What follows belongs to an exercise in optimizing a design on an open flow for small area, a short achievable clock period and few clock cycles; a production flow would make more cautious choices. In this exercise RTL edits were held to simulation tests only and were not proved equivalent to the original. Power figures rest on the tool's default switching activity, not on a simulated workload.

$ cat design/flow/flow/run.sh
#!/bin/bash
# Own layout flow: the standard ORFS flow, with the port buffers made
# from sky130_fd_sc_hd__buf_2 instead of the default delay-buffer family, and
# the timing repair free to change a cell's footprint. Everything else
# (synthesis, floorplan, power grid, CTS, routing) is the standard flow.
set -euo pipefail
W=$PWD
cat > "$W/own.mk" <<EOM
include $W/config.mk
export BUFFER_PORTS_ARGS = -buffer_cell sky130_fd_sc_hd__buf_2
export MATCH_CELL_FOOTPRINT = 0
EOM
sed "s#DESIGN_CONFIG=[^ ]*#DESIGN_CONFIG=$W/own.mk#" standard.sh > "$W/own_standard.sh"
bash "$W/own_standard.sh" > "$W/own_flow.log" 2>&1
$ cat design/flow/standard.sh
#!/bin/bash
# synth_recipe.tcl (not shown) runs the flow's synth.tcl, then flattens the netlist and writes it again
# the make line also repeats each setting of config.mk as NAME=value (left out here)
make -C /OpenROAD-flow-scripts/flow DESIGN_CONFIG=/design/flow/config.mk WORK_HOME=/design/flow/orfs CLKGATE_MAP_FILE= SYNTH_SCRIPT=/design/flow/synth_recipe.tcl "${@:-finish}"
$ cat design/flow/config.mk
export PLATFORM = sky130hd
export DESIGN_NAME = fdc_engine
export DESIGN_NICKNAME = fdc_engine
export VERILOG_FILES = /design/flow/design.v
export SDC_FILE = /design/flow/constraint.sdc
export NUM_CORES = 4
export LEC_CHECK = 0
export CAP_MARGIN = 20
export CORE_MARGIN = 2
export CORE_UTILIZATION = 40
export CTS_BUF_LIST = sky130_fd_sc_hd__clkbuf_8
export CTS_CLUSTER_SIZE = 30
export PLACE_DENSITY = 0.6
export SETUP_SLACK_MARGIN = 1.5
export SLEW_MARGIN = 20
export SYNTH_HIERARCHICAL = 1
$ cat design/flow/constraint.sdc
create_clock -name core_clock -period 3.6 [get_ports {clk}]
set_input_delay 0.7200 -clock core_clock [delete_from_list [all_inputs] [get_ports {clk}]]
set_output_delay 0.7200 -clock core_clock [all_outputs]
set_load 0.01 [all_outputs]
$ cat design/flow/design.v
module fdc_crctab (
    input  wire [7:0]  idx,
    output wire [15:0] val
);
    wire p = ((idx[0] ^ idx[1]) ^ (idx[2] ^ idx[3])) ^
             ((idx[4] ^ idx[5]) ^ (idx[6] ^ idx[7]));
    assign val[15]  = p;
    assign val[14]  = p ^ idx[7];
    assign val[13]  = idx[7] ^ idx[6];
    assign val[12]  = idx[6] ^ idx[5];
    assign val[11]  = idx[5] ^ idx[4];
    assign val[10]  = idx[4] ^ idx[3];
    assign val[9]   = idx[3] ^ idx[2];
    assign val[8]   = idx[2] ^ idx[1];
    assign val[7]   = idx[1] ^ idx[0];
    assign val[6]   = idx[0];
    assign val[5:1] = 5'd0;
    assign val[0]   = p;
endmodule
module fdc_crcstep (
    input  wire [15:0] c,
    input  wire [7:0]  b,
    output wire [15:0] n
);
    wire [7:0] x  = c[7:0] ^ b;
    wire pc = ((c[0] ^ c[1]) ^ (c[2] ^ c[3])) ^ ((c[4] ^ c[5]) ^ (c[6] ^ c[7]));
    wire pb = ((b[0] ^ b[1]) ^ (b[2] ^ b[3])) ^ ((b[4] ^ b[5]) ^ (b[6] ^ b[7]));
    wire p  = pc ^ pb;
    assign n[15] = p;
    assign n[14] = (pc ^ c[7]) ^ (pb ^ b[7]);
    assign n[13] = x[7] ^ x[6];
    assign n[12] = x[6] ^ x[5];
    assign n[11] = x[5] ^ x[4];
    assign n[10] = x[4] ^ x[3];
    assign n[9]  = x[3] ^ x[2];
    assign n[8]  = x[2] ^ x[1];
    assign n[7]  = c[15] ^ x[1] ^ x[0];
    assign n[6]  = c[14] ^ x[0];
    assign n[5:1] = c[13:9];
    assign n[0]  = c[8] ^ p;
endmodule
module fdc_add8 (
    input  wire [7:0] a,
    input  wire [7:0] b,
    output wire [7:0] s
);
    assign s = a + b;
endmodule
module fdc_patbit (
    input  wire clk,
    input  wire keep,
    input  wire wa,
    input  wire wb,
    output reg  q
);
    always @(posedge clk)
        q <= (q && keep) || (wa && wb);
endmodule
module fdc_sel4 (
    input  wire [3:0] sel,
    input  wire [3:0] v,
    output wire       hit
);
    assign hit = |(sel & v);
endmodule
module fdc_miss8 (
    input  wire [7:0] sel,
    input  wire [7:0] v,
    output wire       miss
);
    wire [1:0] h;
    fdc_sel4 u0 (.sel(sel[3:0]), .v(v[3:0]), .hit(h[0]));
    fdc_sel4 u1 (.sel(sel[7:4]), .v(v[7:4]), .hit(h[1]));
    assign miss = !(h[0] || h[1]);
endmodule
module fdc_sel16 (
    input  wire [15:0] sel,
    input  wire [15:0] v,
    output wire        hit
);
    wire [1:0] m;
    fdc_miss8 u0 (.sel(sel[7:0]),  .v(v[7:0]),  .miss(m[0]));
    fdc_miss8 u1 (.sel(sel[15:8]), .v(v[15:8]), .miss(m[1]));
    assign hit = !(m[0] && m[1]);
endmodule
module fdc_odsel (
    input  wire [7:0] sum,
    input  wire [7:0] crc,
    input  wire [7:0] esc,
    input  wire [7:0] rest,
    input  wire       s_sum,
    input  wire       s_crc,
    input  wire       s_esc,
    output wire [7:0] q
);
    assign q = s_esc ? esc : (({8{s_sum}} & sum) | ({8{s_crc}} & crc) | rest);
endmodule
module fdc_nor2 (
    input  wire a,
    input  wire b,
    output wire y
);
    assign y = !(a || b);
endmodule
module fdc_engine (
    input  wire        clk,
    input  wire        rst,
    input  wire        cmd_valid,
    output wire        cmd_ready,
    input  wire [31:0] cmd_word,
    input  wire [31:0] cmd_arg,
    input  wire        cmd_empty,
    input  wire        in_valid,
    output wire        in_ready,
    input  wire [7:0]  in_data,
    input  wire        in_last,
    output wire        out_valid,
    input  wire        out_ready,
    output wire [7:0]  out_data,
    output wire        done,
    output wire [7:0]  status
);
    localparam [7:0] OP_SETSTAFF = 8'h02;
    localparam [7:0] OP_RESET    = 8'h0A;
    localparam [7:0] OP_STUFF    = 8'h50;
    localparam [7:0] OP_UNSTUFF  = 8'h51;
    localparam [7:0] OP_MOD256   = 8'h60;
    localparam [7:0] OP_CRC16    = 8'h61;
    reg  [7:0]   cfg_esc;
    reg          cfg_en;
    wire [255:0] cfg_pat;
    reg        busy;          
    reg        idle;          
    reg        run;           
    reg        fin0;          
    reg        fin1;          
    reg        irdy;          
    reg        k_stuff, k_unst, k_mod, k_crc, k_set;
    reg        ord;           
    reg        s_err;         
    reg        s_opd;         
    reg [7:0]  acc8;          
    reg        t2;            
    reg        ov;            
    reg [7:0]  od;            
    reg [7:0]  lb;            
    reg        sk_v;          
    reg [3:0]  rowm;          
    reg        fresh;         
    reg        pe_r;          
    reg        kept;          
    wire [7:0] c_op     = cmd_word[7:0];
    wire       c_hi0    = (cmd_word[31:9] == 23'd0);
    wire       c_b8     = cmd_word[8];
    wire       c_set    = (c_op == OP_SETSTAFF) && c_hi0 && !c_b8;
    wire       c_rst    = (c_op == OP_RESET)    && c_hi0 && !c_b8;
    wire       c_stuff  = (c_op == OP_STUFF)    && c_hi0 && !c_b8;
    wire       c_unst   = (c_op == OP_UNSTUFF)  && c_hi0 && !c_b8;
    wire       c_mod    = (c_op == OP_MOD256)   && c_hi0 && !c_b8;
    wire       c_crc    = (c_op == OP_CRC16)    && c_hi0;
    wire       c_legal  = c_set || c_rst || c_stuff || c_unst || c_mod || c_crc;
    wire       c_opd    = c_set && (cmd_arg[31:9] != 23'd0);
    wire       c_ok     = c_legal && !c_opd;
    assign cmd_ready = idle;
    wire   cmd_fire  = cmd_valid && idle;
    assign in_ready  = irdy;
    wire   in_fire   = in_valid && irdy;
    assign out_valid = ov;
    assign out_data  = od;
    wire   hold      = ov && !out_ready;
    assign done      = fin0 || (fin1 && out_ready);
    assign status    = {4'd0, s_opd, s_opd, 1'b0, s_err};
    wire [15:0] dlo = 16'd1 << in_data[3:0];
    wire [15:0] dhi = 16'd1 << in_data[7:4];
    reg  pat_clr;
    wire pat_keep = !pat_clr;
    wire pat_we   = !rst && in_fire && k_set;
    wire [15:0] dhi_we = dhi & {16{pat_we}};
    genvar gi;
    generate
        for (gi = 0; gi < 256; gi = gi + 1) begin : g_pat
            fdc_patbit u_bit (
                .clk  (clk),
                .keep (pat_keep),
                .wa   (dhi_we[gi / 16]),
                .wb   (dlo[gi % 16]),
                .q    (cfg_pat[gi])
            );
        end
    endgenerate
    wire [15:0] row_sel;
    genvar gc;
    generate
        for (gc = 0; gc < 16; gc = gc + 1) begin : g_col
            wire [15:0] col;
            genvar gr;
            for (gr = 0; gr < 16; gr = gr + 1) begin : g_bit
                assign col[gr] = cfg_pat[16 * gr + gc];
            end
            fdc_sel16 u_col (.sel(dhi), .v(col), .hit(row_sel[gc]));
        end
    endgenerate
    wire [15:0] dlo_en = dlo & {16{cfg_en}};
    wire [3:0] rowm_g;
    genvar gq;
    generate
        for (gq = 0; gq < 4; gq = gq + 1) begin : g_grp
            fdc_sel4 u_grp (.sel(dlo_en[4*gq +: 4]), .v(row_sel[4*gq +: 4]), .hit(rowm_g[gq]));
        end
    endgenerate
    wire [3:0] rowm_n = rowm_g;
    wire [1:0] rowm_z;
    fdc_nor2 u_z0 (.a(rowm[0]), .b(rowm[1]), .y(rowm_z[0]));
    fdc_nor2 u_z1 (.a(rowm[2]), .b(rowm[3]), .y(rowm_z[1]));
    wire p_last = !(rowm_z[0] && rowm_z[1]);
    wire [15:0] crc_next;
    fdc_crcstep u_crc (.c({acc8, od}), .b(in_data), .n(crc_next));
    wire [7:0]  sum_next;
    fdc_add8 u_add (.a(od), .b(in_data), .s(sum_next));
    wire        crc_swap = in_last && !ord;
    wire [7:0]  crc_od   = crc_swap ? crc_next[15:8] : crc_next[7:0];
    wire [7:0]  crc_acc  = crc_swap ? crc_next[7:0]  : crc_next[15:8];
    wire k_byte  = k_stuff || k_unst;
    wire pe_src  = fresh ? p_last : pe_r;
    wire pe_eff  = k_stuff && ov && pe_src;
    wire u_drop  = kept && p_last && (in_data == cfg_esc);
    wire in_keep = in_fire && !u_drop;
    wire busy_n  = cmd_fire || (busy && !done);
    wire run_n   = (cmd_fire && !cmd_empty) || (run && !(in_fire && in_last));
    wire act     = busy && !hold;
    wire s_c     = !busy;
    wire s_esc   = act && pe_eff;
    wire s_lb    = act && k_byte && sk_v;
    wire s_in    = act && k_byte && !sk_v;
    wire s_sum   = act && k_mod && in_fire;
    wire s_crc   = act && k_crc && in_fire;
    wire s_a8    = act && k_crc && !run && t2;
    wire s_hold  = !(s_c || s_lb || s_in || s_sum || s_crc || s_a8);
    wire [7:0] od_rest = ({8{s_c}}   & {8{c_op[0]}}) |
                         ({8{s_lb}}  & lb)           |
                         ({8{s_in}}  & in_data)      |
                         ({8{s_a8}}  & acc8)         |
                         ({8{s_hold}} & od);
    wire [7:0] od_n;
    fdc_odsel u_odsel (.sum(sum_next), .crc(crc_od), .esc(cfg_esc), .rest(od_rest),
                       .s_sum(s_sum), .s_crc(s_crc), .s_esc(s_esc), .q(od_n));
    reg ov_n;
    always @(*) begin
        if (hold)
            ov_n = 1'b1;
        else if (!busy)
            ov_n = cmd_fire && cmd_empty && (c_mod || c_crc);
        else if (k_stuff)
            ov_n = pe_eff || sk_v || in_fire;
        else if (k_unst)
            ov_n = sk_v || in_keep;
        else if (k_mod || k_crc)
            ov_n = run ? (in_fire && in_last) : t2;
        else
            ov_n = 1'b0;
    end
    wire sk_v_n  = k_stuff ? ((in_fire || sk_v) && (hold || pe_eff)) :
                   k_unst  ? ((in_keep || sk_v) && hold) : 1'b0;
    wire fresh_n = k_stuff && in_fire && !hold && !pe_eff;
    wire pe_r_n  = hold ? pe_src : (sk_v && !pe_eff && p_last);
    wire kept_n  = !cmd_fire && (in_fire ? !u_drop : kept);
    wire t2_n    = cmd_fire ? (c_crc && cmd_empty) :
                   ((in_fire && in_last && k_crc) || (t2 && (hold || run)));
    reg fin_n;
    always @(*) begin
        if (cmd_fire)
            fin_n = cmd_empty && !c_crc;
        else if (!busy)
            fin_n = 1'b0;
        else if (fin0 || fin1)
            fin_n = hold;
        else if (run)
            fin_n = in_fire && in_last &&
                    (k_unst ? (!hold || u_drop) : !(k_stuff || k_crc));
        else if (k_stuff)
            fin_n = hold             ? (!sk_v && !pe_src) :
                    (ov && pe_src)   ? !sk_v :
                    sk_v             ? !p_last : 1'b1;
        else if (k_unst)
            fin_n = !(sk_v && hold);
        else if (k_crc)
            fin_n = !hold;
        else
            fin_n = 1'b1;
    end
    wire irdy_n = run_n && !sk_v_n;
    always @(posedge clk) begin
        if (rst) begin
            cfg_esc <= 8'h00;
            cfg_en  <= 1'b0;
            busy    <= 1'b0;
            idle    <= 1'b1;
            run     <= 1'b0;
            fin0    <= 1'b0;
            fin1    <= 1'b0;
            irdy    <= 1'b0;
            ov      <= 1'b0;
            sk_v    <= 1'b0;
            t2      <= 1'b0;
        end else begin
            busy    <= busy_n;
            idle    <= !busy_n;
            run     <= run_n;
            fin0    <= fin_n && !ov_n;
            fin1    <= fin_n && ov_n;
            irdy    <= irdy_n;
            ov      <= ov_n;
            sk_v    <= sk_v_n;
            t2      <= t2_n;
            if (cmd_fire && c_ok && c_set) begin
                cfg_esc <= cmd_arg[7:0];
                cfg_en  <= cmd_arg[8];
            end
            if (cmd_fire && c_ok && c_rst) begin
                cfg_esc <= 8'h00;
                cfg_en  <= 1'b0;
            end
        end
        pat_clr <= rst || (cmd_fire && c_ok && (c_set || c_rst));
        od    <= od_n;
        fresh <= fresh_n;
        pe_r  <= pe_r_n;
        kept  <= kept_n;
        if (cmd_fire) begin
            k_stuff <= c_stuff;
            k_unst  <= c_unst;
            k_mod   <= c_mod;
            k_crc   <= c_crc;
            k_set   <= c_set && !c_opd;
            ord     <= c_b8;
            s_err   <= !c_ok;
            s_opd   <= c_opd;
            acc8    <= 8'hFF;
        end else if (s_crc) begin
            acc8    <= crc_acc;
        end
        if (in_fire) begin
            lb   <= in_data;
            rowm <= rowm_n;
        end
    end
endmodule
==> results of run 1 <==
==> worst register-to-register path, stage by stage, from the launching register on <==
cell and delay [ns]:
dfxtp_4 0.38, ha_1 0.36, nor2b_1 0.17, a221oi_1 0.34
o311ai_2 0.19, a221o_1 0.34, mux2_4 0.26
==> placed cells by master, fill, tap and decap left out, types with 11 or more instances in the layout <==
cell type,instances
nor2_1,119
nor2_2,11
edfxtp_1,20
clkbuf_8,61
mux2_2,15
nand3_1,21
xnor2_1,17
buf_2,87
buf_4,63
a22o_1,257
dfxtp_1,283
a22oi_1,145
a21oi_1,12
inv_1,35
nand2_1,144
==> metal layers <==
metal	vias to the layer above	track usage, %
met5	-	0
met4	0	8.06
met3	79	3.46
met2	402	38.0
met1	5442	31.8
li1	5324	-
==> final cells by class <==
class                           count  area share [%]
Clock buffer                       61            5.25
Inverter                           17           0.430
Multi-Input combinational cell    926            42.5
Clock inverter                     33            1.09
Timing Repair Buffer              159            6.56
Tap cell                          442            3.46
Sequential cell                   314            40.7
==> kinds of logic after synthesis <==
family / count (synthesis)
buffers and inverters: 54
xor gates and xnor gates: 36
adders and majority gates: 8
and+or+nand+nor: 386
other: 1
DFF: 314
muxes: 25
AOI/OAI and AO/OA: 466
==> final timing paths <==
kind,startpoint,endpoint,cells after the start
min,cmd_arg[1],cfg_esc[1]$_SDFFE_PP0P_,3
min reg2reg,g_pat[209].u_bit.q$_DFF_P_,g_pat[209].u_bit.q$_DFF_P_,1
max,in_data[6],od[6]$_DFF_P_,8
max reg2reg,od[5]$_DFF_P_,od[6]$_DFF_P_,6
==> modules after synthesis, one instance, submodules excluded, excerpt <==
| module | copies in the design | cells | flip-flops and latches | cell area [um^2] |
|---|---|---|---|---|
| fdc_add8 | 1 | 42 | 0 | 332 |
| fdc_crcstep | 1 | 30 | 0 | 272 |
| fdc_miss8 | 32 | 1 | 0 | 3.75 |
| fdc_nor2 | 2 | 1 | 0 | 3.75 |
| fdc_odsel | 1 | 19 | 0 | 198 |
| fdc_patbit | 256 | 2 | 1 | 28.8 |
| fdc_sel16 | 16 | 1 | 0 | 3.75 |
| fdc_sel4 | 68 | 3 | 0 | 18.8 |
==> cells in the mapped netlist (15+ instances only) <==
cell type    n
inv_1       15
nor2_1     139
mux2_2      16
nand3_1     21
nand2_1    148
clkbuf_1    18
edfxtp_1    20
dfxtp_1    294
xnor2_1     27
a22o_1     257
a22oi_1    145
nor3_1      17
==> metrics by stage <==
step | hold slack [ns] | utilization [%] | worst slack, ns
finish | 0.385 | 49.5 | 1.41
global route | 0.373 | 49.5 | 1.36
CTS | 0.351 | 48.8 | 1.47
detailed placement | 0.471 | 45.0 | 0.664
global placement | 0.466 | 45.0 | 0.713
floorplan | 0.456 | - | 0.327
==> power by group <==
part / switching [W] / total [W] / leakage (nW) / internal, W
Clock: 0.00143 / 0.00305 / 0.606 / 0.00161
Combinational: 0.000518 / 0.000927 / 3.41 / 0.000409
Sequential: 0.0000540 / 0.00360 / 2.55 / 0.00355
==> what timing repair did <==
item | CTS | global route
resized for setup | 36 | 31
pin swaps | 8 | 11
setup endpoints to repair | 22 | 13
setup buffers | 3 | 14
==> state kept, by name, indices dropped and copies added (netlist names), 4 cells and up <==
| register | cells |
|---|---|
| acc8 | 8 |
| cfg_esc | 8 |
| g_pat.u_bit.q | 256 |
| lb | 8 |
| od | 8 |
| rowm | 4 |
==> flow_summary.json, run 1 <==
{
  "yosysSeqAreaShare_pct": 49.7,
  "path_class": "in2reg",
  "antenna_found_initial": 0,
  "cts_tree": "done",
  "total_power_w": 0.00758,
  "wl_met2_um": 18500,
  "fin_nets": 1557,
  "dieHeight_um": 185,
  "total_leakage_power_nw": 6.57,
  "cts.sinks": 314,
  "rows": 66,
  "cp_max_fo": 13,
  "htree_levels": 2,
  "met1Wirelength_um": 18200,
  "drv_cap": 0,
  "grt_max_degree": 257,
  "yosys_warnings": 8,
  "cp-end-kind": "flop",
  "grt_pass1_wl_um": 62100,
  "arrival_ns": 2.66,
  "timing.reg2reg.setup_slack_ns": 1.45,
  "synth.top_cell.area_share_pct": 45.1,
  "multiInputGateArea_mm2": 0.00680,
  "initial_utilization_pct": 40.4,
  "syn-mean-instance-area_um2": 10.1,
  "status": "finished clean",
  "synth_area_leader_cell": "dfxtp_1",
  "io_buffers": 93,
  "drt-initial-drc-count": 985,
  "tightest_slew_ns": 0.932,
  "drive_above_1_share_pct": 22.2,
  "clk_latency_ns": 0.60,
  "synthTopCellsByArea": "dfxtp_1, a22o_1, a22oi_1",
  "hold_buffers": 0,
  "die_area_mm2": 0.0341,
  "hp-class": "in2reg",
  "core_mm2": 0.0323,
  "drt-total-wl_um": 40200,
  "cp.required_ns": 4.07,
  "dpl_cell_area_mm2": 0.0145,
  "syn_inst": 1290,
  "drt.antenna.violating_nets": 0,
  "dp.cells": 1840,
  "synth_top_family_by_area": "compound AO/OA/AOI/OAI gates",
  "via_per_inst": 5.76,
  "area_growth_pct": 22.6,
  "fin_tns_setup_ns": 0,
  "cts.path.max_buffers": 3,
  "synth_compound_gate_area_share_pct": 29.3,
  "dp_hpwl_um": 25800,
  "first_pass_iters": 6,
  "vdd_drop_max_mv": 0.223,
  "num_io_pins": 99,
  "top_layer_used": "met4",
  "synthArstFlopShare_pct": 0,
  "cp_slowest_cell": "ha_2",
  "max_freq_mhz": 456,
  "worstSetupStartpointType": "input port",
  "grt.total_usage_pct": 23.4,
  "final_cells": 1952,
  "slew_headroom_pct": 37.6,
  "rsz0062_at_grt": "true",
  "synthAdderAreaFrac_pct": 0.825,
  "power.density_mw_per_mm2": 474,
  "clkTransAtPathRegs_ns": 0.06,
  "n_fill_cell": 2992,
  "period_needed_ns": 2.19,
  "via_count": 11200,
  "drc": 0,
  "setup_viol": 0,
  "synth_edf_count": 20,
  "finalCritPeriodShare_pct": 60.9,
  "synth_cell_type_count": 67,
  "synth-simple-area-share_pct": 13.3,
  "skew_ns": 0.0283,
  "synth_xor_area_share_pct": 2.58,
  "crit_family": "compound AO/OA/AOI/OAI gates",
  "slew_viol_final": 0,
  "hold_viol": 0,
  "final_area_mm2": 0.0160,
  "synthMuxAreaShare_pct": 2.07,
  "crit_buf_inv": 2,
  "n_antenna_cell": 0,
  "wl_per_cell_um": 20.6,
  "root_buffer": "clkbuf_8",
  "place_congestion": 0.868,
  "crit_chain": "clkbuf_4 -> buf_12 -> ha_2 -> nor2b_1 -> a221oi_1 -> o311ai_2 -> a221o_1 -> mux2_4",
  "die_x_um": 185,
  "overflow": 0,
  "syn-cell-area_mm2": 0.0130,
  "synth_flop_cell": "dfxtp_1",
  "met3_length_um": 2350,
  "numCtsBuffers": 52,
  "grt_pass1_vias": 10800,
  "seq_area_mm2": 0.00651,
  "synth-seq-cells": 314,
  "crit_path_max_incr_delay_ns": 0.38
}
Testbench counts, summed over its fixed seeds: cycles 15,081.
==> run 2, diff against run 1 <==
--- a/design/flow/flow/run.sh
+++ b/design/flow/flow/run.sh
@@ -11,2 +11,3 @@
 export MATCH_CELL_FOOTPRINT = 0
+export RECOVER_POWER = 100
 EOM
--- a/design/flow/config.mk
+++ b/design/flow/config.mk
@@ -10,4 +10,2 @@
 export CORE_UTILIZATION = 40
-export CTS_BUF_LIST = sky130_fd_sc_hd__clkbuf_8
-export CTS_CLUSTER_SIZE = 30
 export PLACE_DENSITY = 0.6
==> run 2 against run 1 <==
Net effect: still clean; core utilization shrank 0.070 points; register-to-register slack worse by 0.54 ns; synthesized cell count is the same; count of clock-buffer cells in the layout is 10 lower; total power up 8.2%; global-route usage grew 0.060 points; critical path type unchanged; critical endpoint unchanged.
==> flow_summary.json, run 2 <==
{
  "status": "finished clean",
  "cts_tree": "done",
  "place_congestion": 0.868,
  "yosysSeqAreaShare_pct": 49.7,
  "max_freq_mhz": 358,
  "synth-seq-cells": 314,
  "root_buffer": "clkbuf_16",
  "seq_area_mm2": 0.00649,
  "rows": 66,
  "drt-initial-drc-count": 868,
  "power.density_mw_per_mm2": 513,
  "hold_viol": 0,
  "cp.required_ns": 4.00,
  "rsz0062_at_grt": "true",
  "yosys_warnings": 8,
  "via_per_inst": 5.81,
  "clkTransAtPathRegs_ns": 0.06,
  "clk_latency_ns": 0.52,
  "via_count": 11200,
  "synthAdderAreaFrac_pct": 0.825,
  "total_leakage_power_nw": 6.41,
  "dieHeight_um": 185,
  "antenna_found_initial": 0,
  "die_x_um": 185,
  "core_mm2": 0.0323,
  "syn-mean-instance-area_um2": 10.1,
  "setup_viol": 0,
  "vdd_drop_max_mv": 0.262,
  "grt_pass1_wl_um": 62200,
  "multiInputGateArea_mm2": 0.00672,
  "fin_tns_setup_ns": 0,
  "hold_start": "cmd_arg[3]",
  "wl_per_cell_um": 20.9,
  "period_needed_ns": 2.80,
  "setup_ws_ns": 0.805,
  "synth-simple-area-share_pct": 13.3,
  "drt.antenna.violating_nets": 0,
  "synth_cell_type_count": 67,
  "die_area_mm2": 0.0341,
  "synth_xor_area_share_pct": 2.58,
  "total_power_w": 0.00820,
  "yosysMostFrequentCell": "dfxtp_1",
  "whs_ns": 0.451,
  "slew_headroom_pct": 12.6,
  "r2r-start": "irdy$_SDFF_PP0_",
  "hp-class": "in2reg",
  "initial_utilization_pct": 40.4,
  "final_cells": 1922,
  "n_antenna_cell": 0,
  "slew_viol_final": 0,
  "synth_flop_cell": "dfxtp_1",
  "tightest_slew_ns": 1.31,
  "dp_slack_ns": 0.664,
  "synthMuxAreaShare_pct": 2.07,
  "area_growth_pct": 22.5,
  "fin_nets": 1544,
  "synth.top_cell.area_share_pct": 45.1,
  "synth_top_family_by_area": "compound AO/OA/AOI/OAI gates",
  "dp.cells": 1840,
  "drc": 0,
  "final_cell_mix": "dfxtp_1, a22o_1, nand2_1, a22oi_1, nor2_1",
  "first_pass_iters": 5,
  "numCtsBuffers": 35,
  "cts.path.max_buffers": 3,
  "io_buffers": 93,
  "htree_levels": 2,
  "startpoint": "in_data[2]",
  "finalCritPeriodShare_pct": 77.6,
  "cp_max_fo": 16,
  "skew_ns": 0.0240,
  "synth_edf_count": 20,
  "ys_top_cells_by_count": "dfxtp_1, a22o_1, nand2_1",
  "syn-cell-area_mm2": 0.0130,
  "drive_above_1_share_pct": 18.2,
  "grt_max_degree": 257,
  "synthTopCellsByArea": "dfxtp_1, a22o_1, a22oi_1",
  "largest_reg_flops": 256,
  "path_class": "in2reg",
  "drt-total-wl_um": 40100,
  "overflow": 0,
  "cts.sinks": 314,
  "drv_cap": 0,
  "n_fill_cell": 2989,
  "grt.total_usage_pct": 23.4,
  "worstSetupStartpointType": "input port",
  "cp-end-kind": "flop",
  "layout_commonest_cell": "dfxtp_1",
  "synth_area_leader_cell": "dfxtp_1",
  "grt_pass1_vias": 10700,
  "synth_compound_gate_area_share_pct": 29.3,
  "num_io_pins": 99,
  "dp_hpwl_um": 25800,
  "top_register": "g_pat.u_bit.q",
  "syn_inst": 1290,
  "arrival_ns": 3.19,
  "synthArstFlopShare_pct": 0
}
run 2: cell counts after synthesis:
No cell type changed its count.
run 2: path summary, 6_finish.rpt:
check / endpoint / slack (ns) / cells past startpoint
worst max-delay path: od[6]$_DFF_P_ / 0.80 / 10
worst min-delay path: cfg_esc[3]$_SDFFE_PP0P_ / 0.45 / 3
worst max register to register: fin0$_SDFF_PP0_ / 0.91 / 8
worst min register to register: g_pat[49].u_bit.q$_DFF_P_ / 0.48 / 1
run 2: area by class of cell:
type / count / area share, %
sequential: 314 / 40.6
clock buffer: 51 / 6.89
timing repair buffer: 163 / 5.93
clock inverter: 9 / 0.595
multi-input combinational: 926 / 42.0
tap: 442 / 3.46
inverter: 17 / 0.431
run 2: modules after synthesis, one instance, submodules excluded:
| module | flops+latches | cells inside | area, um^2 |
|---|---|---|---|
| fdc_engine | 58 | 433 | 3410 |
| fdc_add8 | 0 | 42 | 332 |
| fdc_crcstep | 0 | 30 | 272 |
| fdc_odsel | 0 | 19 | 198 |
| fdc_patbit | 1 | 2 | 28.8 |
| fdc_sel4 | 0 | 3 | 18.8 |
| fdc_miss8 | 0 | 1 | 3.75 |
| fdc_nor2 | 0 | 1 | 3.75 |
| fdc_sel16 | 0 | 1 | 3.75 |
run 2: worst max-delay path, cell delays in order:
cell,delay [ns]
clkbuf_1,0.72
xor2_1,0.48
xnor2_4,0.13
xnor2_2,0.16
buf_4,0.15
xnor2_1,0.15
nand2_1,0.07
nand2_1,0.05
a221o_1,0.31
mux2_2,0.25
run 2: what timing repair did:
item | in CTS | in global routing
gates resized for setup | 47 | 19
setup buffers | 10 | 12
pin swaps | 11 | 11
hold buffers | 0 | 0
setup endpoints to repair | 19 | 21
run 2: per-layer routing:
| layer | routed length (um) | vias to the layer above | global-route usage (%) |
|---|---|---|---|
| li1 | - | 5289 | - |
| met1 | 18300 | 5461 | 32.3 |
| met2 | 18400 | 338 | 38.0 |
| met3 | 2040 | 78 | 3.10 |
| met4 | 1330 | 0 | 7.65 |
| met5 | 0 | - | 0 |
run 2: logic make-up (layout without fill, tap and decap cells):
family	after synthesis	in the layout
and+or+nand+nor	386	386
adders and majority gates	8	8
buffers and inverters	54	240
muxes	25	25
other	1	5
DFF	314	314
xor gates and xnor gates	36	36
AOI/OAI and AO/OA	466	466
run 2: through the flow:
stage / instance area [um^2] / utilization [%]
final: 16000 / 49.5
after global routing: 16000 / 49.5
after CTS: 16000 / 49.7
after detailed placement: 14500 / 45.0
after global placement: 14500 / 45.0
after floorplan: 13400 / -
run 2: power by group:
part / internal (W) / switching, W
Sequential: 0.00354 / 0.0000540
Clock: 0.00226 / 0.00142
Combinational: 0.000404 / 0.000512
==> run 3, diff against run 2 <==
--- a/design/flow/flow/run.sh
+++ b/design/flow/flow/run.sh
@@ -11,3 +11,2 @@
 export MATCH_CELL_FOOTPRINT = 0
-export RECOVER_POWER = 100
 EOM
--- a/design/flow/config.mk
+++ b/design/flow/config.mk
@@ -11,3 +11,3 @@
 export PLACE_DENSITY = 0.6
-export SETUP_SLACK_MARGIN = 1.5
+export SETUP_SLACK_MARGIN = 1.35
 export SLEW_MARGIN = 20
==> run 3 against run 2 <==
Net effect: still clean; via count shrank 1.9%; sequential cell count is the same; sequential power is essentially flat; critical path depth shrank 1; sequential share of layout area grew 0.55 points.
==> flow_summary.json, run 3 <==
{
  "status": "finished clean",
  "r2r-start": "od[0]$_DFF_P_",
  "dp_hpwl_um": 24100,
  "grt_pass1_vias": 10600,
  "place_congestion": 0.868,
  "top_layer_used": "met4",
  "syn-mean-instance-area_um2": 10.1,
  "via_count": 11000,
  "initial_utilization_pct": 40.4,
  "switchingPower_w": 0.00197,
  "synthTopCellsByArea": "dfxtp_1, a22o_1, a22oi_1",
  "arrival_ns": 2.61,
  "slew_viol_final": 0,
  "drc": 0,
  "ys_top_cells_by_count": "dfxtp_1, a22o_1, nand2_1",
  "io_buffers": 93,
  "cp-end-kind": "flop",
  "synth_area_leader_cell": "dfxtp_1",
  "die_x_um": 185,
  "finalCritPeriodShare_pct": 61.7,
  "clkTransAtPathRegs_ns": 0.06,
  "drt-initial-drc-count": 825,
  "tightest_slew_ns": 1.31,
  "synth_cell_type_count": 67,
  "syn_inst": 1290,
  "pwr-share-comb_pct": 10.7,
  "yosysSeqAreaShare_pct": 49.7,
  "total_power_w": 0.00800,
  "total_leakage_power_nw": 6.42,
  "met3_length_um": 1790,
  "root_buffer": "clkbuf_16",
  "skew_ns": 0.0185,
  "grt.total_usage_pct": 22.4,
  "cp_max_fo": 9,
  "yosysMostFrequentCell": "dfxtp_1",
  "drt-total-wl_um": 38300,
  "top_register": "g_pat.u_bit.q",
  "vdd_drop_max_mv": 0.287,
  "slew_headroom_pct": 12.7,
  "drv_cap": 0,
  "cts_tree": "done",
  "p_seq_share_pct": 45.0,
  "n_antenna_cell": 0,
  "startpoint": "in_data[3]",
  "dp.cells": 1840,
  "overflow": 0,
  "synth_edf_count": 20,
  "fin_tns_setup_ns": 0,
  "die_area_mm2": 0.0341,
  "hold_start": "cmd_arg[3]",
  "cp.required_ns": 3.99,
  "p_int_w": 0.00604,
  "met1Wirelength_um": 17500,
  "path_class": "in2reg",
  "drt.antenna.violating_nets": 0,
  "drive_above_1_share_pct": 19.4,
  "max_freq_mhz": 450,
  "rows": 66,
  "largest_reg_flops": 256,
  "hold_buffers": 0,
  "wl_met2_um": 18100,
  "area_growth_pct": 21.0,
  "first_pass_iters": 5,
  "hold_viol": 0,
  "num_io_pins": 99,
  "clk_latency_ns": 0.52,
  "dieHeight_um": 185,
  "synth_flop_cell": "dfxtp_1",
  "antenna_found_initial": 0,
  "fin_nets": 1532,
  "grt_pass1_wl_um": 60100,
  "grt_max_degree": 257,
  "synth.top_cell.area_share_pct": 45.1,
  "hp-class": "in2reg",
  "worstSetupStartpointType": "input port",
  "power_frac_clock_pct": 44.3,
  "cts.path.max_buffers": 3,
  "syn-cell-area_mm2": 0.0130,
  "cts.sinks": 314,
  "power.density_mw_per_mm2": 507,
  "layout_commonest_cell": "dfxtp_1",
  "synthArstFlopShare_pct": 0,
  "wl_per_cell_um": 20.0,
  "swShare_pct": 24.6,
  "numCtsBuffers": 36,
  "yosys_warnings": 8,
  "htree_levels": 2,
  "final_cell_mix": "dfxtp_1, a22o_1, nand2_1, a22oi_1, nor2_1",
  "period_needed_ns": 2.22,
  "setup_viol": 0,
  "rsz0062_at_grt": "true",
  "via_per_inst": 5.73,
  "final_cells": 1912,
  "core_mm2": 0.0323,
  "synth-seq-cells": 314
}
-- run 3: changes by cell type in the layout (fill, tap and decap cells not counted), sizes merged --
cell    change
clkbuf     -31
inv         +2
clkinv      +1
buf        +18
-- run 3: worst paths after layout --
kind,end,slack (ns),cells past startpoint
worst max-delay path,od[0]$_DFF_P_,1.38,9
worst min-delay path,cfg_esc[3]$_SDFFE_PP0P_,0.45,3
worst max register to register,od[6]$_DFF_P_,1.45,8
worst min register to register,g_pat[140].u_bit.q$_DFF_P_,0.48,1
-- run 3: cells by family after synthesis --
group	after synthesis	share of synthesized area, %
AO/OA/AOI/OAI	466	29.3
AND/OR/NAND/NOR	386	13.3
flip-flops	314	49.7
buffers and inverters	54	2.14
XOR/XNOR	36	2.58
multiplexers	25	2.07
adder cells (fa/ha/maj)	8	0.825
other	1	0.0288
-- run 3: layout make-up --
| cell class | instances | area [um^2] |
|---|---|---|
| inverters | 17 | 72.6 |
| repair buffers | 150 | 935 |
| clock inverters | 12 | 131 |
| well taps | 442 | 553 |
| clock buffers | 51 | 1020 |
| flip-flops and latches | 314 | 6500 |
| multi-input cells | 926 | 6570 |
| fillers | 2993 | 16500 |
-- run 3: critical path, cell delays in order --
cell and delay [ns]:
clkbuf_4 0.19, xnor2_4 0.19, xnor2_2 0.30, xnor2_2 0.18
xnor3_1 0.35, nand2_1 0.07, nand2_1 0.07, a221o_1 0.28
mux2_2 0.26
-- run 3: metal layers --
layer | vias up | GRT usage, %
met5 | - | 0
met4 | 0 | 7.58
met3 | 68 | 2.85
met2 | 270 | 37.1
met1 | 5354 | 30.2
li1 | 5267 | -
-- run 3: repair_timing --
item / in CTS / in global routing
resized for setup: 9 / 18
endpoints found under the setup margin: 5 / 25
setup buffers: 1 / 8
pin swaps: 1 / 6
-- run 3: power groups by stage --
stage	logic [W]	clock network, W	registers, W
after floorplan	0.000572	0	0.00366
after global placement	0.000774	0	0.00367
after detailed placement	0.000781	0	0.00367
after CTS	0.000793	0.00362	0.00359
after global routing	0.000922	0.00376	0.00360
final	0.000857	0.00355	0.00360
-- run 3: modules after synthesis, one instance, submodules excluded --
module,cells inside,flops+latches
fdc_sel16,1,0
fdc_odsel,19,0
fdc_patbit,2,1
fdc_nor2,1,0
fdc_sel4,3,0
fdc_engine,433,58
fdc_miss8,1,0
fdc_crcstep,30,0
fdc_add8,42,0
-- run 3: through the flow --
step / hold WS, ns / worst slack, ns / instance area, um^2 / util [%]
3_3_place_gp: 0.466 / 0.628 / 14500 / 44.8
2_1_floorplan: 0.456 / 0.327 / 13300 / -
4_1_cts: 0.432 / 1.34 / 15600 / 48.4
6_report: 0.447 / 1.38 / 15800 / 48.9
5_1_grt: 0.444 / 1.34 / 15800 / 48.9
3_5_place_dp: 0.471 / 0.623 / 14500 / 44.8
==> run 4, diff against run 3 <==
--- a/design/flow/config.mk
+++ b/design/flow/config.mk
@@ -11,3 +11,3 @@
 export PLACE_DENSITY = 0.6
-export SETUP_SLACK_MARGIN = 1.35
+export SETUP_SLACK_MARGIN = 1.6
 export SLEW_MARGIN = 20
==> run 4 against run 3 <==
Net effect: still clean on timing, DRC and antenna; combinational power rose by about 20%; clock skew rose by 0.0053 ns; fmax rose by 5.3%; register-to-register slack improved by 0.04 ns; setup slack improved by 0.11 ns; synthesized cell count did not move; synthesized area did not move; core utilization rose by 2.7 points.
==> flow_summary.json, run 4 <==
{
  "power.density_mw_per_mm2": 502,
  "core_mm2": 0.0323,
  "grt_max_degree": 85,
  "drc": 0,
  "period_needed_ns": 2.11,
  "cts_tree": "done",
  "dieHeight_um": 185,
  "synth_flop_cell": "dfxtp_1",
  "fin_tns_setup_ns": 0,
  "path_class": "reg2reg",
  "reg2reg_depth": 8,
  "cts.sinks": 314,
  "rows": 66,
  "syn_inst": 1290,
  "skew_ns": 0.0238,
  "cp-end-kind": "flop",
  "synthTopCellsByArea": "dfxtp_1, a22o_1, a22oi_1",
  "io_buffers": 93,
  "seq_area_mm2": 0.00651,
  "antenna_found_initial": 0,
  "r2r-start": "od[2]$_DFF_P_",
  "drt.antenna.violating_nets": 0,
  "yosysSeqAreaShare_pct": 49.7,
  "via_per_inst": 5.90,
  "cp.required_ns": 4.00,
  "die_x_um": 185,
  "htree_levels": 2,
  "slew_headroom_pct": 56.5,
  "overflow": 0,
  "area_growth_pct": 27.7,
  "largest_reg_flops": 256,
  "grt_busiest_layer": "met2",
  "first_pass_iters": 5,
  "multiInputGateArea_mm2": 0.00703,
  "synth_cell_type_count": 67,
  "hp-class": "in2reg",
  "final_area_mm2": 0.0166,
  "n_antenna_cell": 0,
  "setup_ws_ns": 1.49,
  "syn-mean-instance-area_um2": 10.1,
  "grt_pass1_wl_um": 64300,
  "crit_chain": "xor2_4 -> xnor2_4 -> xnor2_2 -> xnor3_1 -> nand2_1 -> nand2_1 -> a221o_1 -> mux2_2",
  "root_buffer": "clkbuf_16",
  "crit_path_max_incr_delay_ns": 0.38,
  "num_io_pins": 99,
  "dp_hpwl_um": 27100,
  "rsz0062_at_grt": "true",
  "dpl_cell_area_mm2": 0.0146,
  "status": "finished clean",
  "worstSetupStartpointType": "flop",
  "finalCritPeriodShare_pct": 58.6,
  "grtUsageMet3_pct": 4.23,
  "final_cells": 1943,
  "grt.total_usage_pct": 24.4,
  "n_fill_cell": 2899,
  "drv_cap": 0,
  "cp_slowest_cell": "dfxtp_4",
  "via_count": 11500,
  "cpMostUsedCell": "nand2_1",
  "yosys_warnings": 8,
  "die_area_mm2": 0.0341,
  "grt_util_met1_pct": 31.7,
  "drive_above_1_share_pct": 25.0,
  "arrival_ns": 2.51,
  "setup_viol": 0,
  "synth-seq-cells": 314,
  "slew_viol_final": 0,
  "grt_pass1_vias": 11000,
  "yosysMostFrequentCell": "dfxtp_1",
  "fin_nets": 1561,
  "final_cell_mix": "dfxtp_1, a22o_1, nand2_1, a22oi_1, nor2_1",
  "cts.path.max_buffers": 3,
  "synthArstFlopShare_pct": 0,
  "drt-total-wl_um": 42200,
  "layout_commonest_cell": "dfxtp_1",
  "r2r_end": "od[0]$_DFF_P_",
  "total_leakage_power_nw": 6.71,
  "timing.reg2reg.setup_slack_ns": 1.49,
  "hold_buffers": 0,
  "synth.top_cell.area_share_pct": 45.1,
  "top_register": "g_pat.u_bit.q",
  "initial_utilization_pct": 40.4,
  "tightest_slew_ns": 0.651,
  "met2_usage_pct": 40.3,
  "wl_per_cell_um": 21.7,
  "syn-cell-area_mm2": 0.0130,
  "drt-initial-drc-count": 961,
  "final_util_pct": 51.6,
  "hold_start": "cmd_arg[0]",
  "synth_edf_count": 20,
  "clk_latency_ns": 0.52,
  "cp_max_fo": 4,
  "numCtsBuffers": 36,
  "vdd_drop_max_mv": 0.378,
  "place_congestion": 0.893,
  "dp_slack_ns": 0.611,
  "max_freq_mhz": 474,
  "worstHoldEndpoint": "cfg_esc[0]$_SDFFE_PP0P_",
  "dp.cells": 1844,
  "hold_viol": 0,
  "ys_top_cells_by_count": "dfxtp_1, a22o_1, nand2_1",
  "holdPathStages": 3,
  "synth_area_leader_cell": "dfxtp_1",
  "clkTransAtPathRegs_ns": 0.06
}
[run 4: cell counts after synthesis]
No cell type changed its count.
[run 4: power by group]
group	internal [W]	switching, W	total (W)
logic	0.000472	0.000557	0.00103
registers	0.00355	0.0000543	0.00360
clock network	0.00226	0.00146	0.00372
total	0.00628	0.00207	0.00835
[run 4: per-module statistics from Yosys, one instance, submodules excluded]
module	area, um^2	cells inside	flip-flops and latches
fdc_engine	3410	433	58
fdc_sel4	18.8	3	0
fdc_sel16	3.75	1	0
fdc_miss8	3.75	1	0
fdc_odsel	198	19	0
fdc_crcstep	272	30	0
fdc_nor2	3.75	1	0
fdc_patbit	28.8	2	1
fdc_add8	332	42	0
[run 4: per-stage QoR]
stage                     total power [W]  hold WS [ns]
after global placement            0.00448         0.467
after CTS                         0.00828         0.426
after floorplan                   0.00425         0.456
after global routing              0.00864         0.449
final                             0.00835         0.442
after detailed placement          0.00448         0.471
[run 4: logic make-up (layout without fill, tap and decap cells)]
group	count (synthesis)	after routing	share of synthesized area [%]
buffers and inverters	54	260	2.14
xor gates and xnor gates	36	36	2.58
AOI/OAI and AO/OA	466	466	29.3
and+or+nand+nor	386	387	13.3
DFF	314	314	49.7
muxes	25	25	2.07
other	1	5	0.0288
adders and majority gates	8	8	0.825
[run 4: timing repair]
action / in CTS / in global routing
setup endpoints to repair: 228 / 28
setup buffers: 17 / 15
gates resized for setup: 63 / 66
pin swaps: 18 / 38
cloned: 1 / 1
[run 4: critical path: cells and delay by family (launching register included)]
| family | cells | cell delay, ns |
|---|---|---|
| compound gates | 1 | 0.29 |
| xor+xnor | 4 | 0.93 |
| mux | 1 | 0.25 |
| simple gates | 2 | 0.14 |
| flops | 1 | 0.38 |
[run 4: routing by layer]
layer	part of all wire, %	routed length (um)
met5	0	0
met4	4.0	1670
met3	5.9	2470
met2	47	19800
met1	43	18300
[run 4: worst max path at each step]
stage / from / end / slack [ns]
after floorplan: pat_clr$_DFF_P_ / g_pat[0].u_bit.q$_DFF_P_ / 0.33
after global placement: in_data[4] / rowm[1]$_DFFE_PP_ / 0.63
after detailed placement: in_data[4] / rowm[2]$_DFFE_PP_ / 0.61
after CTS: in_data[3] / od[0]$_DFF_P_ / 1.47
after global routing: od[2]$_DFF_P_ / od[0]$_DFF_P_ / 1.41
final: od[2]$_DFF_P_ / od[0]$_DFF_P_ / 1.49
[run 4: area by class of cell]
cell class              instances  area share [%]
inverters                      17           0.466
clock inverters                14           0.767
flip-flops and latches        314            39.1
clock buffers                  51            6.56
multi-input cells             927            42.2
repair inverters                1          0.0451
well taps                     442            3.32
repair buffers                177            7.50
==> run 5, diff against run 4 <==
--- a/design/flow/config.mk
+++ b/design/flow/config.mk
@@ -11,3 +11,3 @@
 export PLACE_DENSITY = 0.6
-export SETUP_SLACK_MARGIN = 1.6
+export SETUP_SLACK_MARGIN = 1.5
 export SLEW_MARGIN = 20
==> run 5 against run 4 <==
Net effect: largest power group unchanged; fmax is 0.37% lower; largest cell class unchanged; final area shrank 2.7%; clock skew about the same; register-to-register slack about the same; combinational power shrank 8%; setup slack worse by 0.0078 ns.
==> flow_summary.json, run 5 <==
{
  "cts.path.max_buffers": 3,
  "max_freq_mhz": 472,
  "pwr-share-comb_pct": 11.5,
  "grt_pass1_vias": 10700,
  "cp-end-kind": "flop",
  "hold_viol": 0,
  "cp_max_fo": 3,
  "grt_pass1_wl_um": 62200,
  "slew_viol_final": 0,
  "period_needed_ns": 2.12,
  "grt_max_degree": 257,
  "worstSetupStartpointType": "flop",
  "swShare_pct": 24.3,
  "final_util_pct": 50.2,
  "synthArstFlopShare_pct": 0,
  "finalCritPeriodShare_pct": 58.8,
  "whs_ns": 0.450,
  "initial_utilization_pct": 40.4,
  "power_frac_clock_pct": 44.7,
  "dp_hpwl_um": 25800,
  "htree_levels": 2,
  "drt-total-wl_um": 40100,
  "drt-initial-drc-count": 865,
  "synth_edf_count": 20,
  "vdd_drop_max_mv": 0.262,
  "syn-cell-area_mm2": 0.0130,
  "dp_slack_ns": 0.664,
  "power.density_mw_per_mm2": 508,
  "yosysMostFrequentCell": "dfxtp_1",
  "synth_area_leader_cell": "dfxtp_1",
  "die_area_mm2": 0.0341,
  "final_cell_mix": "dfxtp_1, a22o_1, nand2_1, a22oi_1, nor2_1",
  "overflow": 0,
  "crit_path_max_incr_delay_ns": 0.37,
  "cts.sinks": 314,
  "n_antenna_cell": 0,
  "num_io_pins": 99,
  "place_congestion": 0.868,
  "hp-class": "in2reg",
  "synthTopCellsByArea": "dfxtp_1, a22o_1, a22oi_1",
  "crit_chain": "xor2_4 -> xnor2_4 -> xor2_2 -> xnor3_1 -> nand2_1 -> nand2_1 -> a221o_1 -> mux2_2",
  "drt.antenna.violating_nets": 0,
  "root_buffer": "clkbuf_16",
  "switchingPower_w": 0.00200,
  "synth.top_cell.area_share_pct": 45.1,
  "antenna_found_initial": 0,
  "synth_cell_type_count": 67,
  "setup_ws_ns": 1.48,
  "cts_tree": "done",
  "hold_start": "cmd_arg[3]",
  "largest_reg_flops": 256,
  "fin_nets": 1544,
  "clkTransAtPathRegs_ns": 0.06,
  "yosys_warnings": 8,
  "layout_commonest_cell": "dfxtp_1",
  "core_mm2": 0.0323,
  "top_register": "g_pat.u_bit.q",
  "cpMostUsedCell": "nand2_1",
  "grt.total_usage_pct": 23.4,
  "r2r-start": "od[6]$_DFF_P_",
  "die_x_um": 185,
  "clk_latency_ns": 0.52,
  "slew_headroom_pct": 13.0,
  "cp.required_ns": 3.99,
  "drc": 0,
  "syn-mean-instance-area_um2": 10.1,
  "tightest_slew_ns": 1.30,
  "syn_inst": 1290,
  "drive_above_1_share_pct": 21.6,
  "synth_flop_cell": "dfxtp_1",
  "skew_ns": 0.0234,
  "cp_slowest_cell": "dfxtp_4",
  "p_seq_share_pct": 43.8,
  "wl_per_cell_um": 20.9,
  "rsz0062_at_grt": "true",
  "ys_top_cells_by_count": "dfxtp_1, a22o_1, nand2_1",
  "path_class": "reg2reg",
  "startpoint": "od[6]$_DFF_P_",
  "arrival_ns": 2.51,
  "status": "finished clean",
  "via_count": 11100,
  "synth-seq-cells": 314,
  "dieHeight_um": 185,
  "io_buffers": 93,
  "fin_tns_setup_ns": 0,
  "total_leakage_power_nw": 6.58,
  "first_pass_iters": 5,
  "p_int_w": 0.00624,
  "drv_cap": 0,
  "via_per_inst": 5.80,
  "yosysSeqAreaShare_pct": 49.7,
  "area_growth_pct": 24.2,
  "numCtsBuffers": 35,
  "rows": 66,
  "setup_viol": 0
}
run 5: worst max-delay path, delay by kind of cell, from the launching register on:
kind	cells	cell delay [ns]
xor gates and xnor gates	4	0.96
DFF	1	0.37
AOI/OAI and AO/OA	1	0.28
muxes	1	0.25
and+or+nand+nor	2	0.13
run 5: Yosys stat by module (local to each module, per instance):
module / cells / area (um^2) / copies in the design / flip-flops and latches
fdc_miss8: 1 / 3.75 / 32 / 0
fdc_add8: 42 / 332 / 1 / 0
fdc_crcstep: 30 / 272 / 1 / 0
fdc_patbit: 2 / 28.8 / 256 / 1
fdc_sel4: 3 / 18.8 / 68 / 0
fdc_odsel: 19 / 198 / 1 / 0
fdc_nor2: 1 / 3.75 / 2 / 0
fdc_engine: 433 / 3410 / 1 / 58
fdc_sel16: 1 / 3.75 / 16 / 0
run 5: area by class of cell:
cell class / instances / area, um^2
Fill cell: 2940 / 16100
Multi-Input combinational cell: 926 / 6790
Clock inverter: 9 / 95.1
Sequential cell: 314 / 6510
Clock buffer: 51 / 1100
Timing Repair Buffer: 163 / 1080
Inverter: 17 / 68.8
Tap cell: 442 / 553
run 5: final timing paths:
kind | endpoint | slack, ns | cells after the start
setup / recovery | od[0]$_DFF_P_ | 1.48 | 8
hold / removal | cfg_esc[3]$_SDFFE_PP0P_ | 0.45 | 3
setup reg to reg | od[0]$_DFF_P_ | 1.48 | 8
hold reg to reg | g_pat[49].u_bit.q$_DFF_P_ | 0.48 | 1
run 5: metal layers:
metal  vias to the layer above  routed length (um)  track usage [%]
li1                       5290                   -                -
met1                      5432               18100             32.3
met2                       344               18500             38.0
met3                        82                2240             3.10
met4                         0                1280             7.65
met5                         -                   0                0
run 5: power by group through the flow:
stage	clock network (W)	registers, W	logic, W
finish	0.00368	0.00360	0.000951
global route	0.00387	0.00361	0.00102
CTS	0.00374	0.00360	0.000897
detailed placement	0	0.00367	0.000801
global placement	0	0.00367	0.000796
floorplan	0	0.00366	0.000586
run 5: logic make-up after synthesis:
kind of cell | after synthesis | share of synthesized area, %
other | 1 | 0.0288
flip-flops | 314 | 49.7
AO/OA/AOI/OAI | 466 | 29.3
adder cells (fa/ha/maj) | 8 | 0.825
multiplexers | 25 | 2.07
XOR/XNOR | 36 | 2.58
AND/OR/NAND/NOR | 386 | 13.3
buffers and inverters | 54 | 2.14
run 5: repair_timing:
item / 4_1_cts / 5_1_grt
endpoints found under the setup margin: 19 / 21
resized for setup: 47 / 19
setup buffers: 10 / 12
hold buffers: 0 / 0
pin swaps: 11 / 11
gates cloned: 0 / 0
run 5: stage by stage:
stage	area (um^2)	total power, W	std cells
4_1_cts	16000	0.00824	1910
6_report	16200	0.00824	1922
3_5_place_dp	14500	0.00447	1840
3_3_place_gp	14500	0.00447	1840
2_1_floorplan	13400	0.00425	1294
5_1_grt	16200	0.00850	1922
==> run 6, diff against run 5 <==
--- a/design/flow/config.mk
+++ b/design/flow/config.mk
@@ -10,3 +10,3 @@
 export CORE_UTILIZATION = 40
-export PLACE_DENSITY = 0.6
+export PLACE_DENSITY = 0.8
 export SETUP_SLACK_MARGIN = 1.5
==> run 6 against run 5 <==
Net effect: still clean on timing, DRC and antenna; non-clock buffer count up 3; setup slack worse by 0.039 ns; critical path depth up 1; clock skew down 0.0082 ns; critical path type is now in2reg; largest power group unchanged.
==> flow_summary.json, run 6 <==
{
  "status": "finished clean",
  "total_leakage_power_nw": 6.62,
  "first_pass_iters": 8,
  "grt_max_degree": 93,
  "overflow": 0,
  "via_count": 11500,
  "cp.required_ns": 3.99,
  "synthMuxAreaShare_pct": 2.07,
  "grt_pass1_vias": 10800,
  "numCtsBuffers": 34,
  "arrival_ns": 2.55,
  "grt.total_usage_pct": 22.1,
  "wl_per_cell_um": 20.2,
  "via_per_inst": 5.95,
  "dp_hpwl_um": 24000,
  "drc": 0,
  "largest_reg_flops": 256,
  "cp-end-kind": "flop",
  "drv_cap": 0,
  "rows": 66,
  "drive_above_1_share_pct": 21.8,
  "synth.top_cell.area_share_pct": 45.1,
  "fin_nets": 1546,
  "hold_buffers": 0,
  "top_register": "g_pat.u_bit.q",
  "die_x_um": 185,
  "synth-seq-cells": 314,
  "cts.path.max_buffers": 3,
  "seq_area_mm2": 0.00651,
  "dieHeight_um": 185,
  "syn-mean-instance-area_um2": 10.1,
  "period_needed_ns": 2.16,
  "place_congestion": 0.894,
  "synth_area_leader_cell": "dfxtp_1",
  "synth_compound_gate_area_share_pct": 29.3,
  "io_buffers": 93,
  "fin_tns_setup_ns": 0,
  "synth-simple-area-share_pct": 13.3,
  "synthAdderAreaFrac_pct": 0.825,
  "cts_tree": "done",
  "core_mm2": 0.0323,
  "grt_pass1_wl_um": 59500,
  "cp_max_fo": 9,
  "die_area_mm2": 0.0341,
  "dp.cells": 1838,
  "slew_headroom_pct": 26.2,
  "path_class": "in2reg",
  "syn_inst": 1290,
  "vdd_drop_max_mv": 0.310,
  "cts.sinks": 314,
  "timing.reg2reg.setup_slack_ns": 1.45,
  "clk_latency_ns": 0.52,
  "hold_viol": 0,
  "setup_viol": 0,
  "cp_slowest_cell": "fa_2",
  "area_growth_pct": 24.8,
  "n_antenna_cell": 0,
  "yosys_warnings": 8,
  "finalCritPeriodShare_pct": 59.9,
  "layout_commonest_cell": "dfxtp_1",
  "n_fill_cell": 2784,
  "synth_flop_cell": "dfxtp_1",
  "syn-cell-area_mm2": 0.0130,
  "multiInputGateArea_mm2": 0.00678,
  "antenna_found_initial": 0,
  "root_buffer": "clkbuf_16",
  "clkTransAtPathRegs_ns": 0.05,
  "skew_ns": 0.0152,
  "synth_edf_count": 20,
  "num_io_pins": 99,
  "final_cells": 1926,
  "rsz0062_at_grt": "true",
  "hp-class": "in2reg",
  "yosysMostFrequentCell": "dfxtp_1",
  "power.density_mw_per_mm2": 519,
  "htree_levels": 2,
  "slew_viol_final": 0,
  "tightest_slew_ns": 1.10,
  "synth_xor_area_share_pct": 2.58,
  "synthTopCellsByArea": "dfxtp_1, a22o_1, a22oi_1",
  "yosysSeqAreaShare_pct": 49.7,
  "drt.antenna.violating_nets": 0,
  "crit_chain": "buf_4 -> ha_4 -> inv_2 -> fa_2 -> nor2b_4 -> o31a_1 -> o311ai_2 -> a221o_1 -> mux2_4",
  "synth_top_family_by_area": "compound AO/OA/AOI/OAI gates",
  "ys_top_cells_by_count": "dfxtp_1, a22o_1, nand2_1",
  "crit_path_max_incr_delay_ns": 0.39,
  "worstSetupStartpointType": "input port",
  "max_freq_mhz": 464,
  "synthArstFlopShare_pct": 0,
  "initial_utilization_pct": 40.4,
  "synth_cell_type_count": 67,
  "drt-total-wl_um": 39000,
  "drt-initial-drc-count": 1208,
  "final_cell_mix": "dfxtp_1, a22o_1, nand2_1, a22oi_1, nor2_1"
}
-- run 6: cell counts after synthesis --
Identical to the previous run, type by type.
-- run 6: cell type report --
| class | instances | share of cell area, % |
|---|---|---|
| inverter | 17 | 0.454 |
| clock buffer | 42 | 5.73 |
| clock inverter | 19 | 1.98 |
| sequential | 314 | 40.0 |
| timing repair buffer | 166 | 6.81 |
| multi-input combinational | 926 | 41.6 |
| tap | 442 | 3.40 |
-- run 6: worst max-delay path: cells and delay by family --
kind	cells	cell delay [ns]
AOI/OAI and AO/OA	3	0.60
adders and majority gates	2	0.56
buffers and inverters	2	0.23
muxes	1	0.27
and+or+nand+nor	1	0.16
-- run 6: routing by layer --
layer	track usage, %	routed length (um)	up-vias
met5	0	0	-
met4	9.82	1480	0
met3	2.94	3020	90
met2	36.9	18500	519
met1	28.5	15900	5571
li1	-	-	5288
-- run 6: through the flow --
step | cell area [um^2] | hold slack [ns] | worst slack, ns | util (%) | total power (W)
finish | 16300 | 0.453 | 1.44 | 50.4 | 0.00844
global route | 16300 | 0.450 | 1.41 | 50.4 | 0.00870
CTS | 16000 | 0.432 | 1.48 | 49.6 | 0.00839
detailed placement | 14500 | 0.471 | 0.566 | 45.0 | 0.00446
global placement | 14500 | 0.466 | 0.615 | 45.0 | 0.00445
floorplan | 13400 | 0.456 | 0.327 | - | 0.00425
-- run 6: per-module statistics from Yosys (local to each module, per instance) --
module / flip-flops and latches / cells
fdc_sel4: 0 / 3
fdc_miss8: 0 / 1
fdc_sel16: 0 / 1
fdc_patbit: 1 / 2
fdc_odsel: 0 / 19
fdc_crcstep: 0 / 30
fdc_nor2: 0 / 1
fdc_engine: 58 / 433
fdc_add8: 0 / 42
-- run 6: final timing paths --
kind                                           startpoint                   endpoint  cells past startpoint
worst min-delay path                           cmd_arg[7]    cfg_esc[7]$_SDFFE_PP0P_                      3
worst max-delay path                           in_data[0]              od[6]$_DFF_P_                      9
worst min register to register  g_pat[74].u_bit.q$_DFF_P_  g_pat[74].u_bit.q$_DFF_P_                      1
worst max register to register              od[0]$_DFF_P_              od[6]$_DFF_P_                      8
-- run 6: cells by family after synthesis --
| kind of cell | Yosys count |
|---|---|
| AOI/OAI and AO/OA | 466 |
| and+or+nand+nor | 386 |
| DFF | 314 |
| buffers and inverters | 54 |
| xor gates and xnor gates | 36 |
| muxes | 25 |
| adders and majority gates | 8 |
| other | 1 |
-- run 6: where the power goes --
group          switching (W)  total [W]  leakage (nW)  internal, W
clock network        0.00143    0.00387         0.615      0.00243
registers          0.0000517    0.00360          2.55      0.00355
logic               0.000529   0.000978          3.45     0.000449
total                0.00201    0.00844          6.62      0.00643
-- run 6: repair_timing --
action                     CTS  global route
hold endpoints to repair     0             0
setup endpoints to repair   68            38
pin swaps                   14            19
buffers inserted             6            21
cloned                       0             0
gates resized for setup     45            20
==> run 7, diff against run 6 <==
--- a/design/flow/config.mk
+++ b/design/flow/config.mk
@@ -9,4 +9,4 @@
 export CORE_MARGIN = 2
-export CORE_UTILIZATION = 40
-export PLACE_DENSITY = 0.8
+export CORE_UTILIZATION = 55
+export PLACE_DENSITY = 0.7
 export SETUP_SLACK_MARGIN = 1.5
==> run 7 against run 6 <==
Net effect: largest cell class unchanged; count of clock-buffer cells in the layout rose by 9; setup slack worse by 0.024 ns; sequential share of layout area rose by 0.80 points; core utilization is 18 points higher; non-clock buffer count shrank 12; synthesized cell count stayed put; still clean on timing, DRC and antenna; clock skew increased by 0.0029 ns.
==> flow_summary.json, run 7 <==
{
  "status": "finished clean",
  "first_pass_iters": 5,
  "max_freq_mhz": 459,
  "largest_reg_flops": 256,
  "synth_edf_count": 20,
  "r2r-start": "od[6]$_DFF_P_",
  "synthAdderAreaFrac_pct": 0.825,
  "hold_buffers": 0,
  "grt_max_degree": 257,
  "n_fill_cell": 1874,
  "grt_busiest_layer": "met2",
  "die_area_mm2": 0.0250,
  "grtUsageMet3_pct": 4.00,
  "htree_levels": 2,
  "setup_viol": 0,
  "core_mm2": 0.0234,
  "synth-seq-cells": 314,
  "slew_headroom_pct": 20.4,
  "cp.required_ns": 3.99,
  "tightest_slew_ns": 1.19,
  "grt_pass1_vias": 10800,
  "initial_utilization_pct": 55.7,
  "clk_latency_ns": 0.51,
  "synth_compound_gate_area_share_pct": 29.3,
  "overflow": 0,
  "synthArstFlopShare_pct": 0,
  "rsz0062_at_grt": "true",
  "arrival_ns": 2.57,
  "drv_cap": 0,
  "drc": 0,
  "finalCritPeriodShare_pct": 60.6,
  "grt_util_met1_pct": 39.3,
  "met2_usage_pct": 49.6,
  "io_buffers": 93,
  "cts.sinks": 314,
  "skew_ns": 0.0181,
  "fin_nets": 1534,
  "final_util_pct": 68.1,
  "yosys_warnings": 8,
  "drt.antenna.violating_nets": 0,
  "syn-cell-area_mm2": 0.0130,
  "seq_area_mm2": 0.00650,
  "ys_top_cells_by_count": "dfxtp_1, a22o_1, nand2_1",
  "via_count": 11200,
  "synth_top_family_by_area": "compound AO/OA/AOI/OAI gates",
  "startpoint": "od[6]$_DFF_P_",
  "yosysSeqAreaShare_pct": 49.7,
  "dieHeight_um": 158,
  "via_per_inst": 6.26,
  "wl_per_cell_um": 21.0,
  "path_class": "reg2reg",
  "hold_start": "rst",
  "drt-initial-drc-count": 956,
  "fin_tns_setup_ns": 0,
  "hold_viol": 0,
  "yosysMostFrequentCell": "dfxtp_1",
  "layout_commonest_cell": "dfxtp_1",
  "synth_xor_area_share_pct": 2.58,
  "cp-end-kind": "flop",
  "numCtsBuffers": 34,
  "syn-mean-instance-area_um2": 10.1,
  "cts.path.max_buffers": 3,
  "die_x_um": 158,
  "slew_viol_final": 0,
  "root_buffer": "clkbuf_16",
  "cp_max_fo": 4,
  "period_needed_ns": 2.18,
  "drt-total-wl_um": 37600,
  "hp-class": "in2reg",
  "synth.top_cell.area_share_pct": 45.1,
  "synth_flop_cell": "dfxtp_1",
  "top_register": "g_pat.u_bit.q",
  "antenna_found_initial": 0,
  "syn_inst": 1290,
  "cts_tree": "done",
  "final_cell_mix": "dfxtp_1, a22o_1, nand2_1, a22oi_1, nor2_1",
  "clkTransAtPathRegs_ns": 0.06,
  "worstSetupStartpointType": "flop",
  "area_growth_pct": 22.2,
  "num_io_pins": 99,
  "grt_pass1_wl_um": 58700,
  "drive_above_1_share_pct": 21.1,
  "place_congestion": 0.870,
  "power.density_mw_per_mm2": 513,
  "whs_ns": 0.451,
  "synthMuxAreaShare_pct": 2.07,
  "rows": 56,
  "total_leakage_power_nw": 6.51,
  "synth-simple-area-share_pct": 13.3,
  "vdd_drop_max_mv": 0.441,
  "n_antenna_cell": 0,
  "synth_cell_type_count": 67,
  "grt.total_usage_pct": 29.9,
  "dp_hpwl_um": 24600,
  "multiInputGateArea_mm2": 0.00677,
  "synth_area_leader_cell": "dfxtp_1",
  "synthTopCellsByArea": "dfxtp_1, a22o_1, a22oi_1"
}
## run 7: cell count changes in the layout (fill, tap and decap cells not counted), sizes merged
| cell | previous run | this run |
|---|---|---|
| clkinv | 9 | 4 |
| inv | 17 | 16 |
| clkbuf | 42 | 52 |
| buf | 166 | 153 |
| clkinvlp | 2 | 1 |
| bufinv | 8 | 5 |
## run 7: worst paths after layout
path,cells past startpoint,slack (ns),endpoint
setup reg to reg,8,1.42,od[0]$_DFF_P_
hold / removal,2,0.45,sk_v$_SDFF_PP0_
setup / recovery,8,1.42,od[0]$_DFF_P_
hold reg to reg,1,0.48,g_pat[142].u_bit.q$_DFF_P_
## run 7: repair_timing
action,4_1_cts,5_1_grt
endpoints found under the setup margin,36,29
gates cloned,0,0
resized for setup,15,43
pin swaps,0,12
buffers inserted,2,12
## run 7: Yosys stat by module (local to each module, per instance)
module / flops+latches / copies in the design
fdc_patbit: 1 / 256
fdc_sel4: 0 / 68
fdc_odsel: 0 / 1
fdc_miss8: 0 / 32
fdc_nor2: 0 / 2
fdc_crcstep: 0 / 1
fdc_add8: 0 / 1
fdc_engine: 58 / 1
fdc_sel16: 0 / 16
## run 7: through the flow
stage | std cells | total power [W] | setup WS, ns | area [um^2]
floorplan | 1294 | 0.00425 | 0.327 | 13400
global placement | 1716 | 0.00445 | 0.673 | 14400
detailed placement | 1716 | 0.00446 | 0.623 | 14400
CTS | 1778 | 0.00816 | 1.30 | 15600
global route | 1790 | 0.00845 | 1.35 | 15900
finish | 1790 | 0.00818 | 1.42 | 15900
## run 7: area by class of cell
cell class	instances	area share, %
multi-input cells	926	42.4
repair buffers	154	6.30
flip-flops and latches	314	40.8
clock inverters	9	1.15
well taps	319	2.50
clock buffers	51	6.39
inverters	17	0.432
## run 7: logic make-up after synthesis
kind of cell,Yosys count
fa+ha+maj,8
other cells,1
compound gates,466
mux,25
simple gates,386
xor+xnor,36
flops,314
buf+inv,54
## run 7: power by group
part           total, W  switching [W]  internal [W]
logic          0.000872       0.000499      0.000373
registers       0.00360      0.0000497       0.00355
clock network   0.00371        0.00139       0.00232
## run 7: worst max-delay path: stages, from the launching register on
cell and delay [ns]:
dfxtp_4 0.40, xor2_4 0.26, xnor2_4 0.17, xor2_2 0.23, xnor3_1 0.35, nand2_1 0.07, nand2_1 0.06, a221o_1 0.28
mux2_2 0.25
## run 7: layer usage
layer / part of all wire (%) / wire [um] / vias to the layer above
li1: - / - / 5282
met1: 43 / 16200 / 5450
met2: 48 / 18000 / 379
met3: 5.2 / 1980 / 96
met4: 3.9 / 1480 / 0
met5: 0 / 0 / -

## re-timing with driven ports
In the flow no input, the clock included, has a driving cell. The finished layouts below were timed again as built, in two steps. Step 1 sets driving cells, clkbuf_16 on the clock port and buf_2 on the other inputs (assumed; they add their load-dependent delay and slew). Step 2 also shifts input and output timing later by t, the mid clock arrival at the registers, as if the neighbouring blocks saw the same clock. a / b / c = no drivers / after step 1 / after step 2; a / b = the first two.
run | t, ns | setup slack, ns | latest minus earliest clock arrival (ns) | worst register clock-pin slew, ns
run 1 | 0.629 | 1.408 / 1.430 / 0.802 | 0.031 / 0.031 | 0.07 / 0.07
run 2 | 0.555 | 0.805 / 0.825 / 0.269 | 0.028 / 0.029 | 0.06 / 0.06
run 3 | 0.564 | 1.379 / 1.406 / 0.842 | 0.019 / 0.019 | 0.06 / 0.06
run 4 | 0.559 | 1.490 / 1.490 / 0.943 | 0.025 / 0.025 | 0.06 / 0.06
run 5 | 0.557 | 1.482 / 1.482 / 0.960 | 0.028 / 0.028 | 0.06 / 0.06
run 6 | 0.562 | 1.444 / 1.453 / 0.901 | 0.021 / 0.020 | 0.06 / 0.06
run 7 | 0.549 | 1.420 / 1.420 / 0.885 | 0.018 / 0.018 | 0.06 / 0.06
After both steps every run listed still meets setup and hold. The setup slack of run 1, which loses most, moves by +0.022 ns with the drivers and by -0.606 ns with both steps.
